Context: an optimization exercise on an open-source flow, tuned for small area, a short achievable clock period and few clock cycles per item. The choices shown serve that exercise and are no tape-out recipe. RTL that was checked went through simulation tests only; none was proved equivalent to the original.

==> module cbc_aes_dec, before the edit <==
module cbc_aes_dec (
    input  wire         clk,
    input  wire         rst,         
    input  wire         key_load,    
    input  wire [127:0] key_in,
    input  wire         iv_load,     
    input  wire [127:0] iv_in,
    input  wire         blk_valid,   
    input  wire [127:0] blk_in,
    output reg          ready,
    output reg          out_valid,   
    output reg  [127:0] out_data
);
    localparam [1:0] S_RUN   = 2'd0,   
                     S_KCHK  = 2'd1,   
                     S_DRAIN = 2'd2,   
                     S_EXP   = 2'd3;   
    reg [1:0]   fsm;
    reg         kvalid;   
    reg [127:0] dk;       
    reg [31:0]  dkt;      
    reg [3:0]   estep;    
    reg [1:0]   ephase;   
    reg [127:0] civ;      
    reg         ent;      
    reg         a0;       
    reg [3:0]   r0;
    reg [127:0] st0;      
    reg [127:0] k0;       
    reg         kok0;
    reg [31:0]  u0;       
    reg [127:0] iv0;      
    reg         a1;
    reg [3:0]   r1;
    reg [127:0] st1;
    reg [127:0] k1;       
    reg         kok1;
    reg [31:0]  t1;       
    reg [127:0] iv1;
    wire take     = ready && !rst;
    wire take_key = take && key_load;
    wire take_iv  = take && !key_load && iv_load;
    wire take_blk = take && !key_load && !iv_load && blk_valid;
    wire [127:0] isr;
    wire [127:0] isb;
    genvar r, c;
    generate
        for (c = 0; c < 4; c = c + 1) begin : g_col
            for (r = 0; r < 4; r = r + 1) begin : g_row
                assign isr[127 - 8*(r + 4*c) -: 8] = st0[127 - 8*(r + 4*((c + 4 - r) % 4)) -: 8];
                aes_inv_sbox u_sbox (
                    .t(isr[127 - 8*(r + 4*c) -: 8]),
                    .y(isb[127 - 8*(r + 4*c) -: 8])
                );
            end
        end
    endgenerate
    wire [31:0] sw_out;
    aes_sbox u_ks_sbox0 (.t(u0[23:16]), .y(sw_out[31:24]));
    aes_sbox u_ks_sbox1 (.t(u0[15:8]),  .y(sw_out[23:16]));
    aes_sbox u_ks_sbox2 (.t(u0[7:0]),   .y(sw_out[15:8]));
    aes_sbox u_ks_sbox3 (.t(u0[31:24]), .y(sw_out[7:0]));
    wire [127:0] ark = st1 ^ k1;
    wire [127:0] imc;     
    generate
        for (c = 0; c < 4; c = c + 1) begin : g_mix
            aes_inv_mix_col u_mix (
                .col_in (ark[127 - 32*c -: 32]),
                .col_out(imc[127 - 32*c -: 32])
            );
        end
    endgenerate
    function [7:0] rcon_of(input [3:0] i);
        rcon_of = {i == 4'd8, i == 4'd7, i == 4'd6 || i == 4'd10,
                   i == 4'd5 || i == 4'd9 || i == 4'd10, i == 4'd4 || i == 4'd9,
                   i == 4'd3 || i == 4'd10, i == 4'd2 || i == 4'd9 || i == 4'd10,
                   i == 4'd1 || i == 4'd9};
    endfunction
    wire [31:0] q0 = k1[127:96], q1 = k1[95:64], q2 = k1[63:32], q3 = k1[31:0];
    wire [127:0] k1_prev = {q0 ^ {rcon_of(r1), 24'h000000} ^ t1, q1 ^ q0, q2 ^ q1, q3 ^ q2};
    wire [31:0]  u1_prev = q3 ^ q1;      
    wire [31:0] d0 = dk[127:96], d1 = dk[95:64], d2 = dk[63:32], d3 = dk[31:0];
    wire [127:0] dk_prev = {d0 ^ 32'h36000000 ^ dkt, d1 ^ d0, d2 ^ d1, d3 ^ d2};
    wire [31:0]  udk     = d3 ^ d1;
    wire [31:0] e0 = d0 ^ {rcon_of(estep), 24'h000000} ^ t1;
    wire [31:0] e1 = e0 ^ d1;
    wire [31:0] e2 = e1 ^ d2;
    wire [31:0] e3 = e2 ^ d3;
    wire [127:0] blk_x = blk_in ^ dk;
    wire [127:0] blk_t;
    generate
        for (c = 0; c < 16; c = c + 1) begin : g_in
            aes_inv_tmap u_tmap (.a(blk_x[8*c +: 8]), .t(blk_t[8*c +: 8]));
        end
    endgenerate
    wire [31:0] u0_x = (fsm == S_DRAIN && !a0 && !a1) ? d3 :
                       (fsm == S_EXP)   ? d3 :
                       ent              ? udk : u1_prev;
    wire [31:0] u0_t;
    generate
        for (c = 0; c < 4; c = c + 1) begin : g_u
            aes_fwd_tmap u_tmap (.a(u0_x[8*c +: 8]), .t(u0_t[8*c +: 8]));
        end
    endgenerate
    always @(posedge clk) begin
        st1 <= isb;
        k1  <= k0;
        t1  <= sw_out;
        iv1 <= iv0;
        if (ent) begin
            st0 <= take_key ? key_in : blk_t;
            k0  <= take_blk ? dk_prev : k1;
            iv0 <= civ;
        end else begin
            st0 <= imc;
            k0  <= k1_prev;
            iv0 <= iv1;
        end
        u0 <= u0_t;
        out_data <= ark ^ iv1;
        if (fsm == S_KCHK && !match)
            dk <= st0;           
        else if (fsm == S_EXP && ephase == 2'd1)
            dk <= {e0, e1, e2, e3};
        if (fsm == S_EXP && ephase == 2'd1 && estep == 4'd10)
            dkt <= t1;
    end
    reg  [1:0] fsm_n;
    reg        kvalid_n;
    wire       match = kvalid && kok0 && (st0 == k0);
    always @(*) begin
        fsm_n    = fsm;
        kvalid_n = kvalid;
        case (fsm)
            S_RUN: begin
                if (take_key)
                    fsm_n = S_KCHK;
            end
            S_KCHK: begin
                if (!match) begin
                    kvalid_n = 1'b0;
                    fsm_n    = S_DRAIN;
                end else begin
                    fsm_n = S_RUN;
                end
            end
            S_DRAIN: begin
                if (!a0 && !a1)
                    fsm_n = S_EXP;
            end
            S_EXP: begin
                if (ephase == 2'd1 && estep == 4'd10) begin
                    kvalid_n = 1'b1;
                    fsm_n    = S_RUN;
                end
            end
            default: fsm_n = S_RUN;
        endcase
    end
    wire free1_n = !a0 || (r0 == 4'd0);
    always @(posedge clk) begin
        if (rst) begin
            fsm       <= S_RUN;
            kvalid    <= 1'b0;
            ready     <= 1'b1;
            ent       <= 1'b1;
            a0        <= 1'b0;
            a1        <= 1'b0;
            kok0      <= 1'b0;
            kok1      <= 1'b0;
            out_valid <= 1'b0;
            civ       <= 128'd0;
        end else begin
            fsm       <= fsm_n;
            kvalid    <= kvalid_n;
            ready     <= (fsm_n == S_RUN) && free1_n;
            ent       <= free1_n;
            a1        <= a0;
            r1        <= r0;
            kok1      <= kok0 && !(fsm == S_KCHK && !match);
            kok0      <= (take_blk || kok1) && !(fsm == S_KCHK && !match);
            a0        <= take_blk || (a1 && (r1 != 4'd0));
            r0        <= take_blk ? 4'd9 : r1 - 4'd1;
            out_valid <= a1 && (r1 == 4'd0);
            if (take_iv)
                civ <= iv_in;
            else if (take_blk)
                civ <= blk_in;
            if (fsm == S_DRAIN) begin
                estep  <= 4'd1;
                ephase <= 2'd0;
            end else begin
                ephase <= (ephase == 2'd2) ? 2'd0 : ephase + 2'd1;
                if (ephase == 2'd1)
                    estep <= estep + 4'd1;
            end
        end
    end
endmodule
clock: 10.0 ns
lec_check: 0
cap_margin: 20
core_margin: 2
core_utilization: 60
cts_cluster_diameter: 80
cts_cluster_size: 24
place_density: 0.7
slew_margin: 20
synth_hierarchical: 1
standard.sh (not shown) runs the stock make flow with config.mk's settings and CLKGATE_MAP_FILE= SYNTH_SCRIPT=/design/flow/synth_recipe.tcl, a recipe that flattens the netlist after the stock synthesis.
==> flow/flow/run.sh <==
#!/bin/bash
# The standard layout (the standard.sh, unchanged synthesis), with
#  - the port buffers made with the smallest buffer cell (every port still gets one).
export SETUP_SLACK_MARGIN=6.8
export BUFFER_PORTS_ARGS="-buffer_cell sky130_fd_sc_hd__buf_1"
bash standard.sh > standard.log 2>&1
Testbench counts at the start, summed over its fixed seeds: cycles 25,142, blocks 2,457.
==> next run, changes <==
--- a/flow/design.v
+++ b/flow/design.v
@@ -1060,7 +1060,7 @@
     reg [127:0] dk;       
     reg [31:0]  dkt;      
     reg [3:0]   estep;    
-    reg [1:0]   ephase;   
+    reg         ephase;   
     reg [127:0] civ;      
     reg         ent;      
     reg         a0;       
@@ -1122,10 +1122,14 @@
     wire [31:0] d0 = dk[127:96], d1 = dk[95:64], d2 = dk[63:32], d3 = dk[31:0];
     wire [127:0] dk_prev = {d0 ^ 32'h36000000 ^ dkt, d1 ^ d0, d2 ^ d1, d3 ^ d2};
     wire [31:0]  udk     = d3 ^ d1;
-    wire [31:0] e0 = d0 ^ {rcon_of(estep), 24'h000000} ^ t1;
-    wire [31:0] e1 = e0 ^ d1;
-    wire [31:0] e2 = e1 ^ d2;
-    wire [31:0] e3 = e2 ^ d3;
+    wire [31:0] s0 = d0 ^ {rcon_of(estep), 24'h000000};
+    wire [31:0] s1 = s0 ^ d1;
+    wire [31:0] s2 = s1 ^ d2;
+    wire [31:0] s3 = s2 ^ d3;
+    wire [31:0] e0 = s0 ^ t1;
+    wire [31:0] e1 = s1 ^ t1;
+    wire [31:0] e2 = s2 ^ t1;
+    wire [31:0] e3 = s3 ^ t1;
     wire [127:0] blk_x = blk_in ^ dk;
     wire [127:0] blk_t;
     generate
@@ -1134,7 +1138,7 @@
         end
     endgenerate
     wire [31:0] u0_x = (fsm == S_DRAIN && !a0 && !a1) ? d3 :
-                       (fsm == S_EXP)   ? d3 :
+                       (fsm == S_EXP)   ? (ephase ? e3 : d3) :
                        ent              ? udk : u1_prev;
     wire [31:0] u0_t;
     generate
@@ -1160,9 +1164,9 @@
         out_data <= ark ^ iv1;
         if (fsm == S_KCHK && !match)
             dk <= st0;           
-        else if (fsm == S_EXP && ephase == 2'd1)
+        else if (fsm == S_EXP && ephase)
             dk <= {e0, e1, e2, e3};
-        if (fsm == S_EXP && ephase == 2'd1 && estep == 4'd10)
+        if (fsm == S_EXP && ephase && estep == 4'd10)
             dkt <= t1;
     end
     reg  [1:0] fsm_n;
@@ -1189,7 +1193,7 @@
                     fsm_n = S_EXP;
             end
             S_EXP: begin
-                if (ephase == 2'd1 && estep == 4'd10) begin
+                if (ephase && estep == 4'd10) begin
                     kvalid_n = 1'b1;
                     fsm_n    = S_RUN;
                 end
@@ -1228,10 +1232,10 @@
                 civ <= blk_in;
             if (fsm == S_DRAIN) begin
                 estep  <= 4'd1;
-                ephase <= 2'd0;
+                ephase <= 1'b0;
             end else begin
-                ephase <= (ephase == 2'd2) ? 2'd0 : ephase + 2'd1;
-                if (ephase == 2'd1)
+                ephase <= !ephase;
+                if (ephase)
                     estep <= estep + 4'd1;
             end
         end
=> The new run went through all stages and came out clean; synthesized area rises slightly; first-iteration DRC count increases by roughly a tenth; global-route usage went up by 1.2 points; final area climbs slightly; hold slack gets better by 0.0083 ns; die area increases slightly; via count went up by a few percent; routed wire length is higher by a few percent; worst setup slack got worse by 0.11 ns.
Only the layout flow was run in the second run of this note; the RTL was not checked for function there.

port drivers added, routing unchanged:
In the flow no input, the clock included, has a driving cell. The finished layouts below were timed again as built, in two steps. Step 1 sets driving cells, clkbuf_16 on the clock port and buf_2 on the other inputs (assumed; they add their load-dependent delay and slew). Step 2 also shifts input and output timing later by t, the mid clock arrival at the registers, as if the neighbouring blocks saw the same clock. a / b / c = no drivers / after step 1 / after step 2; a / b = the first two.
run | t (ns) | setup slack, ns | worst hold slack (ns) | latest minus earliest clock arrival (ns)
the first run | 0.820 | 6.732 / 6.685 / 5.873 | 0.310 / 0.310 / 0.310 | 0.058 / 0.058
the second run | 0.803 | 6.621 / 6.621 / 5.946 | 0.319 / 0.319 / 0.319 | 0.049 / 0.049
After both steps setup and hold are still met in every run listed. For the first run, which loses most, drivers alone change the setup slack by -0.047 ns; drivers and shift together by -0.859 ns.
